Background: an optimization exercise with open tools, aiming at small area. Do not read the settings as production practice. In this exercise RTL edits were held to simulation tests only and were not proved equivalent to the original. Power and IR drop assume default switching activity.

==> build 45 <==
// dali_bcb
module dali_bcb (
    input  wire        clk,
    input  wire        rst,
    input  wire        sense_active,
    output wire        drv_active,
    input  wire [31:0] cmd,
    input  wire        cmd_valid,
    output wire [3:0]  rsp_status,
    output reg  [31:0] rsp_data,
    output wire        irq
);
    function [32:0] f_add(input [31:0] a, input [31:0] b, input ci);
        integer i;
        reg c;
        begin
            c = ci;
            for (i = 0; i < 32; i = i + 1) begin
                f_add[i] = a[i] ^ b[i] ^ c;
                c = (a[i] & b[i]) | (a[i] & c) | (b[i] & c);
            end
            f_add[32] = c;
        end
    endfunction
    function [32:0] f_inc(input [31:0] a, input ci);
        integer i;
        reg c;
        begin
            c = ci;
            for (i = 0; i < 32; i = i + 1) begin
                f_inc[i] = a[i] ^ c;
                c = a[i] & c;
            end
            f_inc[32] = c;
        end
    endfunction
    function [31:0] f_dec(input [31:0] a, input bi);
        integer i;
        reg b;
        begin
            b = bi;
            for (i = 0; i < 32; i = i + 1) begin
                f_dec[i] = a[i] ^ b;
                b = ~a[i] & b;
            end
        end
    endfunction
    function f_ge(input [31:0] a, input [31:0] b);
        integer i;
        reg c;
        begin
            c = 1'b1;
            for (i = 0; i < 32; i = i + 1)
                c = (a[i] & ~b[i]) | (a[i] & c) | (~b[i] & c);
            f_ge = c;
        end
    endfunction
    localparam [1:0] CAP_OFF = 2'd0, CAP_WAIT = 2'd1, CAP_RUN = 2'd2;
    localparam [1:0] TX_IDLE = 2'd0, TX_SEND = 2'd1, TX_BREAK = 2'd2;
    localparam [1:0] DEC_BITS = 2'd0, DEC_STOP = 2'd1, DEC_DONE = 2'd2;
    localparam [1:0] LK_UNKNOWN = 2'd0, LK_FWD = 2'd1, LK_BWD = 2'd2;
    localparam [2:0] EV_FRAME_RECEIVED = 3'd1, EV_TX_COMPLETED = 3'd2,
                     EV_COLLISION = 3'd3, EV_FRAME_ERROR = 3'd4,
                     EV_BUS_FAILURE = 3'd5;
    localparam [4:0] R_BAD_DURATION = 5'd1, R_NO_START = 5'd2,
  ...
==> flow/config.mk <==
export PLATFORM = sky130hd
export DESIGN_NAME = dali_bcb
export DESIGN_NICKNAME = dali_bcb
export VERILOG_FILES = /design/flow/design.v
export SDC_FILE = /design/flow/constraint.sdc
export NUM_CORES = 4
export LEC_CHECK = 0
export CAP_MARGIN = 20
export CORE_MARGIN = 2
export CORE_UTILIZATION = 40
export SLEW_MARGIN = 20
==> flow/constraint.sdc <==
create_clock -name core_clock -period 30.0 [get_ports {clk}]
set_input_delay 6.0000 -clock core_clock [delete_from_list [all_inputs] [get_ports {clk}]]
set_output_delay 6.0000 -clock core_clock [all_outputs]
set_load 0.01 [all_outputs]
standard.sh (not shown) runs the stock make flow with config.mk's settings and CLKGATE_MAP_FILE= SYNTH_SCRIPT=/design/flow/synth_recipe.tcl, a recipe that flattens the netlist after the stock synthesis.
==> flow/flow/run.sh <==
#!/bin/bash
# The standard layout with two area-oriented settings; synthesis and
# everything else is the standard flow:
# - clock tree synthesis without dummy loads and with larger sink clusters;
# - the port buffers are the smallest buffer (the resizer may still size them).
set -euo pipefail
cts="-sink_clustering_enable -repair_clock_nets -dont_use_dummy_load"
cts="$cts -sink_clustering_size 28 -sink_clustering_max_diameter 100"
bash standard.sh "CTS_ARGS=$cts" \
    "BUFFER_PORTS_ARGS=-buffer_cell sky130_fd_sc_hd__buf_1" finish > standard_flow.log 2>&1
==> trial 86: changes against build 45 <==
--- a/flow/design.v
+++ b/flow/design.v
@@ -247,15 +247,15 @@
     reg [31:0] ev_word;
     always @* begin
         cfg_we = 8'd0; n_ctrl_en = ctrl_en; n_ctrl_irq_en = ctrl_irq_en;
         n_last_edge = last_edge; n_last_kind = last_kind;
         n_cap = cap; n_run_first = run_first;
         n_dec_st = dec_st; n_dec_start = dec_start; n_dec_half = dec_half;
         n_dec_a = dec_a; n_dec_n = dec_n; n_dec_v = dec_v; n_dec_err = dec_err;
-        n_txs = txs; n_tx_hd = tx_hd; n_tx_cnt = cnt_inc[23:0]; n_tmr = tmr_inc[23:0];
+        n_txs = txs; n_tx_hd = tx_hd; n_tx_cnt = tx_cnt; n_tmr = tmr_inc[23:0];
         n_pv = pv; n_pe = pe;
         n_txq_head = txq_head; n_txq_tail = txq_tail; n_txq_cnt = txq_cnt;
         txq_we = 1'b0;
         n_evq_head = evq_head; n_evq_tail = evq_tail; n_evq_cnt = evq_cnt;
         n_evq_ovf = evq_ovf; evq_we = 1'b0;
         n_rsp_st = ST_OK; n_rsp_data = 32'd0;
         f_txok = 1'b0; f_pop = 1'b0; f_flush = 1'b0; f_status = 1'b0;
==> flow/flow/run.sh (replaced) <==
#!/bin/bash
# The standard layout with two area-oriented settings; synthesis and
# everything else is the standard flow:
# - clock tree synthesis without dummy loads and with larger sink clusters;
# - the port buffers are the smallest buffer (the resizer may still size them).
set -euo pipefail
cts="-sink_clustering_enable -repair_clock_nets -dont_use_dummy_load"
cts="$cts -sink_clustering_size 20 -sink_clustering_max_diameter 100"
bash standard.sh "CTS_ARGS=$cts" \
    "BUFFER_PORTS_ARGS=-buffer_cell sky130_fd_sc_hd__buf_1" finish > standard_flow.log 2>&1
==> flow/config.mk (replaced) <==
export PLATFORM = sky130hd
export DESIGN_NAME = dali_bcb
export DESIGN_NICKNAME = dali_bcb
export VERILOG_FILES = /design/flow/design.v
export SDC_FILE = /design/flow/constraint.sdc
export NUM_CORES = 4
export LEC_CHECK = 0
export CAP_MARGIN = 5
export CORE_MARGIN = 2
export CORE_UTILIZATION = 40
export SLEW_MARGIN = 5
==> build 83: changes against build 45 <==
--- a/flow/design.v
+++ b/flow/design.v
@@ -247,15 +247,15 @@
     reg [31:0] ev_word;
     always @* begin
         cfg_we = 8'd0; n_ctrl_en = ctrl_en; n_ctrl_irq_en = ctrl_irq_en;
         n_last_edge = last_edge; n_last_kind = last_kind;
         n_cap = cap; n_run_first = run_first;
         n_dec_st = dec_st; n_dec_start = dec_start; n_dec_half = dec_half;
         n_dec_a = dec_a; n_dec_n = dec_n; n_dec_v = dec_v; n_dec_err = dec_err;
-        n_txs = txs; n_tx_hd = tx_hd; n_tx_cnt = cnt_inc[23:0]; n_tmr = tmr_inc[23:0];
+        n_txs = txs; n_tx_hd = tx_hd; n_tx_cnt = tx_cnt; n_tmr = tmr_inc[23:0];
         n_pv = pv; n_pe = pe;
         n_txq_head = txq_head; n_txq_tail = txq_tail; n_txq_cnt = txq_cnt;
         txq_we = 1'b0;
         n_evq_head = evq_head; n_evq_tail = evq_tail; n_evq_cnt = evq_cnt;
         n_evq_ovf = evq_ovf; evq_we = 1'b0;
         n_rsp_st = ST_OK; n_rsp_data = 32'd0;
         f_txok = 1'b0; f_pop = 1'b0; f_flush = 1'b0; f_status = 1'b0;
==> flow/flow/run.sh (replaced) <==
#!/bin/bash
# The standard layout with three area-oriented settings; synthesis and
# everything else is the standard flow:
# - clock tree synthesis without dummy loads and with larger sink clusters;
# - the port buffers are the smallest buffer (the resizer may still size them);
# - after global routing, cells on paths with positive slack are downsized.
set -euo pipefail
cts="-sink_clustering_enable -repair_clock_nets -dont_use_dummy_load"
cts="$cts -sink_clustering_size 20 -sink_clustering_max_diameter 100"
bash standard.sh "CTS_ARGS=$cts" \
    "BUFFER_PORTS_ARGS=-buffer_cell sky130_fd_sc_hd__buf_1" \
    "RECOVER_POWER=100" finish > standard_flow.log 2>&1
==> comparison table <==
metric                                                                         build 83      build 45      trial 86
Layout fillers                                                                   12,855        12,501        12,727
Maximum operating frequency                                                    50.4 MHz      56.5 MHz      56.3 MHz
Origin of the worst min-delay path                                               now[0]     tx_cnt[0]        now[0]
Worst EP required                                                              30.25 ns      30.51 ns      30.60 ns
First-pass GRT wire length                                                   275,000 um    265,000 um    275,000 um
Tot Pwr                                                                         5470 uW       5280 uW       5480 uW
Cells on worst reg2reg path                                                          50            54            50
Period Utilization, post-route                                                    66.2%         59.0%         59.2%
Die Ht                                                                           375 um        373 um        375 um
Final standard cell utilization of the core                                       42.9%         43.0%         43.1%
Adder and majority cell fraction of the synthesized area                          15.0%         15.4%         15.0%
Placed Instances                                                                  6,472         6,419         6,472
Run status                                                   complete, but fails checks  no timing/DRC/antenna violations  no timing/DRC/antenna violations
Violated checks                                           capacitance limit, slew limit             -             -
Post-DP HPWL                                                                 139,000 um    133,000 um    139,000 um
Number of maximum-capacitance violations                                             38             0             0
Clock buffers created by TritonCTS                                                   55            43            56
Cell area after placement                                                  0.0576 sq mm  0.0571 sq mm  0.0576 sq mm
1st-pass router iterations                                                            9             6             8
Total Nets Final                                                                  5,238         5,184         5,236
Worst-Skew Late Latency                                                         0.71 ns       0.65 ns       0.71 ns
Routed WL                                                                    191,000 um    184,000 um    191,000 um
Clock buffer cells                                                                   55            43            56
Clock-pin slew on the worst setup and hold paths                                0.08 ns       0.11 ns       0.09 ns
Max Fanout on Critical Path                                                          43            59            57

---

==> v32 <==
Another version of the RTL of dali_bcb (not shown whole).
Settings: LEC_CHECK=0, CAP_MARGIN=20, CORE_MARGIN=2, CORE_UTILIZATION=40, SLEW_MARGIN=20; clock period 30.0 ns.
run.sh (not shown) runs the stock make flow with config.mk's settings and CLKGATE_MAP_FILE= SYNTH_SCRIPT=/design/flow/synth_recipe.tcl, a recipe that flattens the netlist after the stock synthesis.
Stock flow here: none of the scripts above is used.
==> inputs of v29, as changes to v32 <==
--- a/flow/design.v
+++ b/flow/design.v
@@ -1,13 +1,14 @@
 module dali_classify (
     input  wire [23:0] d,
     input  wire [23:0] te,
     input  wire [5:0]  tol,       
     output wire        is_one,
     output wire        is_two,
-    output wire        above2
+    output wire        above2,
+    output wire [31:0] te100      
 );
     function [32:0] f_add(input [31:0] a, input [31:0] b, input ci);
         integer i;
         reg c;
         begin
             c = ci;
@@ -48,12 +49,13 @@
     wire le1 = f_ge(r[31:0], x[31:0]);
     wire ge2 = f_ge({1'b0, x[31:1]}, m[31:0]);
     wire le2 = f_ge(r[31:0], {1'b0, x[31:1]});
     assign is_one = ge1 & le1;
     assign is_two = !(ge1 & le1) & ge2 & le2;
     assign above2 = !le2;
+    assign te100 = y[31:0];
 endmodule
 module dali_bcb (
     input  wire        clk,
     input  wire        rst,
     input  wire        sense_active,
     output wire        drv_active,
@@ -125,16 +127,15 @@
     reg [23:0] cfg_gap_fwd, cfg_gap_bwd, cfg_echo_to, cfg_break;
     reg [5:0]  cfg_tol;
     reg        ctrl_en, ctrl_irq_en;
     reg [31:0] now;
     reg        line;            
     reg [31:0] last_edge;
-    reg [23:0] idle_cnt;
     reg [1:0]  last_kind;
     reg [1:0]  cap;
-    reg [23:0] run_len;
+    reg [23:0] rcnt;
     reg        run_first;
     reg [1:0]  dec_st;
     reg        dec_start, dec_half, dec_a;
     reg [5:0]  dec_n;
     reg [23:0] dec_v;
     reg [2:0]  dec_err;
@@ -149,12 +150,19 @@
     reg [2:0]  txq_cnt;
     reg [25:0] evq_mem [0:15];
     reg [3:0]  evq_head, evq_tail;
     reg [4:0]  evq_cnt;
     reg        evq_ovf;
     reg [2:0]  rsp_st;
+    reg [25:0] evq_head_rd;
+    integer    q;
+    always @* begin
+        evq_head_rd = 26'd0;
+        for (q = 0; q < 16; q = q + 1)
+            evq_head_rd = evq_head_rd | (evq_mem[q] & {26{evq_head == q}});
+    end
     assign rsp_status = {1'b0, rsp_st};
     wire [1:0]  pn = {pe[24], ~pe[24] & pe[23]};
     wire [23:0] pd = {pe[24] & pe[23], pe[22:0]};
     wire [4:0] tx_pair = tx_hd[5:1];
     reg        send_level;
     always @* begin
@@ -166,39 +174,36 @@
             send_level = pd[tx_pair - 5'd1] ~^ tx_hd[0];
     end
     assign drv_active = !rst && ((txs == TX_BREAK) || (txs == TX_SEND && send_level));
     assign irq = !rst && ctrl_irq_en && (evq_cnt != 5'd0);
     wire s = sense_active;
     wire li_le_bf = f_ge({8'd0, cfg_busfail}, {8'd0, cfg_long_idle});
-    wire [23:0] cls_d = ctrl_en ? run_len : (li_le_bf ? cfg_long_idle : cfg_busfail);
+    wire [23:0] cls_d = ctrl_en ? rcnt : (li_le_bf ? cfg_long_idle : cfg_busfail);
     wire cls_one, cls_two, cls_above2;
+    wire [31:0] te100;
     dali_classify u_classify (
         .d(cls_d), .te(cfg_te), .tol(cfg_tol),
-        .is_one(cls_one), .is_two(cls_two), .above2(cls_above2)
+        .is_one(cls_one), .is_two(cls_two), .above2(cls_above2), .te100(te100)
     );
-    wire [32:0] e1 = f_add({3'd0, cfg_te, 5'd0}, {4'd0, cfg_te, 4'd0}, 1'b0);
-    wire [32:0] e2 = f_add({6'd0, cfg_te, 2'd0}, {8'd0, cfg_long_idle}, 1'b0);
-    wire [32:0] e3 = f_add(e1[31:0], e2[31:0], 1'b0);
+    wire [32:0] e2 = f_add({7'd0, cfg_te, 1'b0}, {8'd0, cfg_long_idle}, 1'b0);
+    wire [32:0] e3 = f_add({1'b0, te100[31:1]}, e2[31:0], 1'b0);
     wire echo_ok = !f_ge(e3[31:0], {8'd0, cfg_echo_to});
     wire joint_ok = cls_above2 && echo_ok &&
                     f_ge({8'd0, cfg_gap_fwd}, {8'd0, cfg_long_idle}) &&
                     !f_ge({8'd0, cfg_gap_fwd}, {8'd0, cfg_gap_bwd});
     wire [32:0] now_inc  = f_inc(now, 1'b1);
-    wire [32:0] idle_inc = f_inc({8'd0, idle_cnt}, 1'b1);
-    wire [32:0] run_inc  = f_inc({8'd0, run_len}, 1'b1);
+    wire [32:0] rcnt_inc = f_inc({8'd0, rcnt}, 1'b1);
+    wire [23:0] n_rcnt = ((s != line) || (s && cap != CAP_RUN)) ? 24'd1 :
+                         (rcnt_inc[23:0] | {24{rcnt_inc[24]}});
     wire [32:0] cnt_inc  = f_inc({8'd0, tx_cnt}, 1'b1);
     wire [32:0] tmr_inc  = f_inc({8'd0, tmr}, 1'b1);
-    reg [23:0] n_cfg_te, n_cfg_long_idle, n_cfg_busfail;
-    reg [23:0] n_cfg_gap_fwd, n_cfg_gap_bwd, n_cfg_echo_to, n_cfg_break;
-    reg [5:0]  n_cfg_tol;
+    reg [7:0]  cfg_we;
     reg        n_ctrl_en, n_ctrl_irq_en;
     reg [31:0] n_last_edge;
-    reg [23:0] n_idle_cnt;
     reg [1:0]  n_last_kind;
     reg [1:0]  n_cap;
-    reg [23:0] n_run_len;
     reg        n_run_first;
     reg [1:0]  n_dec_st;
     reg        n_dec_start, n_dec_half, n_dec_a;
     reg [5:0]  n_dec_n;
     reg [23:0] n_dec_v;
     reg [2:0]  n_dec_err;
@@ -235,37 +240,32 @@
     reg [23:0] val;
     reg [23:0] cfg_rd;
     reg [24:0] txq_top;
     reg [25:0] ev_rd;
     reg [31:0] ev_word;
     always @* begin
-        n_cfg_te = cfg_te; n_cfg_tol = cfg_tol; n_cfg_long_idle = cfg_long_idle;
-        n_cfg_busfail = cfg_busfail; n_cfg_gap_fwd = cfg_gap_fwd;
-        n_cfg_gap_bwd = cfg_gap_bwd; n_cfg_echo_to = cfg_echo_to;
-        n_cfg_break = cfg_break; n_ctrl_en = ctrl_en; n_ctrl_irq_en = ctrl_irq_en;
+        cfg_we = 8'd0; n_ctrl_en = ctrl_en; n_ctrl_irq_en = ctrl_irq_en;
         n_last_edge = last_edge; n_last_kind = last_kind;
         n_cap = cap; n_run_first = run_first;
         n_dec_st = dec_st; n_dec_start = dec_start; n_dec_half = dec_half;
         n_dec_a = dec_a; n_dec_n = dec_n; n_dec_v = dec_v; n_dec_err = dec_err;
         n_txs = txs; n_tx_hd = tx_hd; n_tx_cnt = tx_cnt; n_tmr = tmr_inc[23:0];
         n_pv = pv; n_pe = pe;
         n_txq_head = txq_head; n_txq_tail = txq_tail; n_txq_cnt = txq_cnt;
         txq_we = 1'b0;
         n_evq_head = evq_head; n_evq_tail = evq_tail; n_evq_cnt = evq_cnt;
         n_evq_ovf = evq_ovf; evq_we = 1'b0;
-        n_rsp_st = rsp_st; n_rsp_data = rsp_data;
+        n_rsp_st = ST_OK; n_rsp_data = 32'd0;
         pulse_done = 1'b0; pulse_level = line; nsym = 2'd0; sym_bad = 1'b0;
         burst_end = 1'b0; end_idle = 1'b0; end_busfail_first = 1'b0;
         r_busfail = 1'b0; r_err = 1'b0; r_frame = 1'b0;
         r_reason = 5'd0; r_n = 6'd0; r_v = 24'd0; r_len = 2'd0; r_std = 1'b0;
         emit = 1'b0; emit_word = 32'd0;
         idx = 4'd0; val = 24'd0; cfg_rd = 24'd0;
         if (s != line)
             n_last_edge = now;
-        n_idle_cnt = s ? 24'd0 : (idle_inc[23:0] | {24{idle_inc[24]}});
-        n_run_len = 24'd1;
         if (cap == CAP_WAIT) begin
             if (s) begin
                 n_cap = CAP_RUN;
                 n_run_first = 1'b1;
                 n_dec_st = DEC_BITS;
                 n_dec_start = 1'b1;
@@ -274,14 +274,13 @@
                 n_dec_n = 6'd0;
                 n_dec_v = 24'd0;
                 n_dec_err = 3'd0;
             end
         end else if (cap == CAP_RUN) begin
             if (s == line) begin
-                n_run_len = run_inc[23:0];
-                if (run_inc[23:0] == (s ? cfg_busfail : cfg_long_idle)) begin
+                if (rcnt_inc[23:0] == (s ? cfg_busfail : cfg_long_idle)) begin
                     burst_end = 1'b1;
                     if (!s)
                         end_idle = 1'b1;
                     else if (run_first)
                         end_busfail_first = 1'b1;
                     else begin
@@ -439,26 +438,26 @@
                 n_txs = TX_IDLE;
                 n_cap = CAP_WAIT;
                 n_last_kind = LK_UNKNOWN;
             end
         end
         gap = (n_last_kind == LK_FWD) ? cfg_gap_fwd : cfg_gap_bwd;
-        gap_met = !s && f_ge({8'd0, n_idle_cnt}, {8'd0, gap});
+        gap_met = !s && f_ge({8'd0, n_rcnt}, {8'd0, gap});
         txq_top = txq_mem[txq_head];
         if (ctrl_en && n_txs == TX_IDLE && !n_pv && txq_cnt != 3'd0 &&
             n_cap == CAP_WAIT && gap_met) begin
             n_txq_head = txq_head + 2'd1;
             n_txq_cnt = f_dec({29'd0, txq_cnt}, 1'b1);
             n_txs = TX_SEND;
             n_pe = txq_top;
             n_tx_hd = txq_top[24] ? 6'd51 : txq_top[23] ? 6'd35 : 6'd19;
             n_tx_cnt = 24'd0;
             n_tmr = 24'd0;
             n_pv = 1'b1;
         end
-        ev_rd = (evq_cnt == 5'd0) ? emit_pk : evq_mem[evq_head];
+        ev_rd = (evq_cnt == 5'd0) ? emit_pk : evq_head_rd;
         if (ev_rd[25:24] != 2'd0)
             ev_word = {1'b0, ev_rd[25:24], (ev_rd[25:24] == 2'd3) ? R_DATA_MISMATCH : 5'd2, ev_rd[23:0]};
         else
             ev_word = {ev_rd[23:16], 8'd0, ev_rd[15:0]};
         if (cmd_valid) begin
             idx = cmd[27:24];
@@ -561,24 +560,14 @@
                         if (ctrl_en)
                             n_rsp_st = ST_BUSY;
                         else if (idx == 4'd1 && (val[23:6] != 18'd0 || (val[5] && val[4:1] != 4'd0)))
                             n_rsp_st = ST_BAD_ARG;
                         else if (idx != 4'd1 && val == 24'd0)
                             n_rsp_st = ST_BAD_ARG;
-                        else begin
-                            case (idx[2:0])
-                                3'd0: n_cfg_te = val;
-                                3'd1: n_cfg_tol = val[5:0];
-                                3'd2: n_cfg_long_idle = val;
-                                3'd3: n_cfg_busfail = val;
-                                3'd4: n_cfg_gap_fwd = val;
-                                3'd5: n_cfg_gap_bwd = val;
-                                3'd6: n_cfg_echo_to = val;
-                                default: n_cfg_break = val;
-                            endcase
-                        end
+                        else
+                            cfg_we[idx[2:0]] = 1'b1;
                     end
                 end
                 4'h7: begin
                     if (idx >= 4'd9 || val != 24'd0)
                         n_rsp_st = ST_ILLEGAL;
                     else begin
@@ -611,71 +600,68 @@
                 default: n_rsp_st = ST_ILLEGAL;
             endcase
         end
     end
     always @(posedge clk) begin
         if (rst) begin
-            cfg_te <= 24'd417;
-            cfg_tol <= 6'd20;
-            cfg_long_idle <= 24'd1668;
-            cfg_busfail <= 24'd500000;
-            cfg_gap_fwd <= 24'd9174;
-            cfg_gap_bwd <= 24'd13500;
-            cfg_echo_to <= 24'd43368;
-            cfg_break <= 24'd1300;
             ctrl_en <= 1'b0;
             ctrl_irq_en <= 1'b0;
             now <= 32'd0;
             line <= 1'b0;
-            last_edge <= 32'd0;
-            idle_cnt <= 24'd0;
+            rcnt <= 24'd0;
             last_kind <= LK_UNKNOWN;
             cap <= CAP_OFF;
             txs <= TX_IDLE;
             pv <= 1'b0;
             txq_head <= 2'd0;
             txq_tail <= 2'd0;
             txq_cnt <= 3'd0;
             evq_head <= 4'd0;
             evq_tail <= 4'd0;
             evq_cnt <= 5'd0;
             evq_ovf <= 1'b0;
-            rsp_st <= 3'd0;
-            rsp_data <= 32'd0;
         end else begin
-            cfg_te <= n_cfg_te;
-            cfg_tol <= n_cfg_tol;
-            cfg_long_idle <= n_cfg_long_idle;
-            cfg_busfail <= n_cfg_busfail;
-            cfg_gap_fwd <= n_cfg_gap_fwd;
-            cfg_gap_bwd <= n_cfg_gap_bwd;
-            cfg_echo_to <= n_cfg_echo_to;
-            cfg_break <= n_cfg_break;
             ctrl_en <= n_ctrl_en;
             ctrl_irq_en <= n_ctrl_irq_en;
             now <= now_inc[31:0];
             line <= s;
-            last_edge <= n_last_edge;
-            idle_cnt <= n_idle_cnt;
+            rcnt <= n_rcnt;
             last_kind <= n_last_kind;
             cap <= n_cap;
             txs <= n_txs;
             pv <= n_pv;
             txq_head <= n_txq_head;
             txq_tail <= n_txq_tail;
             txq_cnt <= n_txq_cnt;
             evq_head <= n_evq_head;
             evq_tail <= n_evq_tail;
             evq_cnt <= n_evq_cnt;
             evq_ovf <= n_evq_ovf;
-            rsp_st <= n_rsp_st;
-            rsp_data <= n_rsp_data;
+        end
+    end
+    wire [23:0] val_set = cmd[23:0] | {24{rst}};     
+    wire [23:0] val_clr = cmd[23:0] & ~{24{rst}};    
+    function [23:0] f_rv(input [23:0] rv);
+        f_rv = (rv & val_set) | (~rv & val_clr);
+    endfunction
+    always @(posedge clk) begin
+        if (rst || cfg_we[0]) cfg_te <= f_rv(24'd417);
+        if (rst || cfg_we[1]) cfg_tol <= f_rv(24'd20);
+        if (rst || cfg_we[2]) cfg_long_idle <= f_rv(24'd1668);
+        if (rst || cfg_we[3]) cfg_busfail <= f_rv(24'd500000);
+        if (rst || cfg_we[4]) cfg_gap_fwd <= f_rv(24'd9174);
+        if (rst || cfg_we[5]) cfg_gap_bwd <= f_rv(24'd13500);
+        if (rst || cfg_we[6]) cfg_echo_to <= f_rv(24'd43368);
+        if (rst || cfg_we[7]) cfg_break <= f_rv(24'd1300);
+        if (rst || s != line) last_edge <= now & ~{32{rst}};
+        if (rst || cmd_valid) begin
+            rsp_st <= n_rsp_st & ~{3{rst}};
+            rsp_data <= n_rsp_data & ~{32{rst}};
         end
     end
     always @(posedge clk) begin
-        run_len <= n_run_len;
         run_first <= n_run_first;
         dec_st <= n_dec_st;
         dec_start <= n_dec_start;
         dec_half <= n_dec_half;
         dec_a <= n_dec_a;
         dec_n <= n_dec_n;
--- a/flow/config.mk
+++ b/flow/config.mk
@@ -5,7 +5,8 @@
 export SDC_FILE = /design/flow/constraint.sdc
 export NUM_CORES = 4
 export LEC_CHECK = 0
 export CAP_MARGIN = 20
 export CORE_MARGIN = 2
 export CORE_UTILIZATION = 40
+export CTS_BUF_LIST = sky130_fd_sc_hd__clkbuf_8
 export SLEW_MARGIN = 20
==> results.txt <==
status=no timing/DRC/antenna violations; final hold slack=between 0.4 and 0.5 ns; # clk buffers=165; area of the multi-input gates=between 20000 and 30000 sq um; Final Cycle Share=between 80% and 90%
Source of the figures above: v29

==> results.txt <==
status=no timing/DRC/antenna violations; # clk buffers=about 140; area of the multi-input gates=slightly below 30000 sq um; Max clock buf depth=3; Final Cycle Share=between 80% and 90%; initial antenna violation count=19
Source of the figures above: v32

-- what the ideal ports hide --
In the flow no input, the clock included, has a driving cell. The finished layouts below were timed again as built, in two steps.
Step 1: set_driving_cell puts a clkbuf_16 on clk and a buf_2 on each other input, an assumption about the parent block.
Step 2 moves the port delays by t, midway between the first and last clock arrival at a register: inputs arrive t later, outputs are due t later. That takes back most of the time a late clock gives input paths.
a / b / c = ideal / step 1 / step 2; a / b = the first two.
| run | t, ns | setup slack, ns | latest minus earliest clock arrival (ns) | slew at the worst register clock pin (ns) | cell pins on the clock port's net |
|---|---|---|---|---|---|
| build 45 | 0.684 | 12.294 / 12.294 / 12.294 | 0.097 / 0.096 | 0.12 / 0.12 | 1 |
| trial 86 | 0.732 | 12.230 / 12.230 / 12.230 | 0.120 / 0.121 | 0.10 / 0.10 | 1 |
| build 83 | 0.734 | 10.142 / 10.198 / 9.464 | 0.115 / 0.115 | 0.10 / 0.10 | 1 |
| v32 | 0.812 | 3.452 / 3.452 / 3.452 | 0.060 / 0.059 | 0.07 / 0.07 | 1 |
| v29 | 0.962 | 3.501 / 3.501 / 3.501 | 0.064 / 0.064 | 0.07 / 0.07 | 1 |
The setup slack of build 83, which loses most, moves by +0.056 ns with the drivers and by -0.678 ns with both steps.
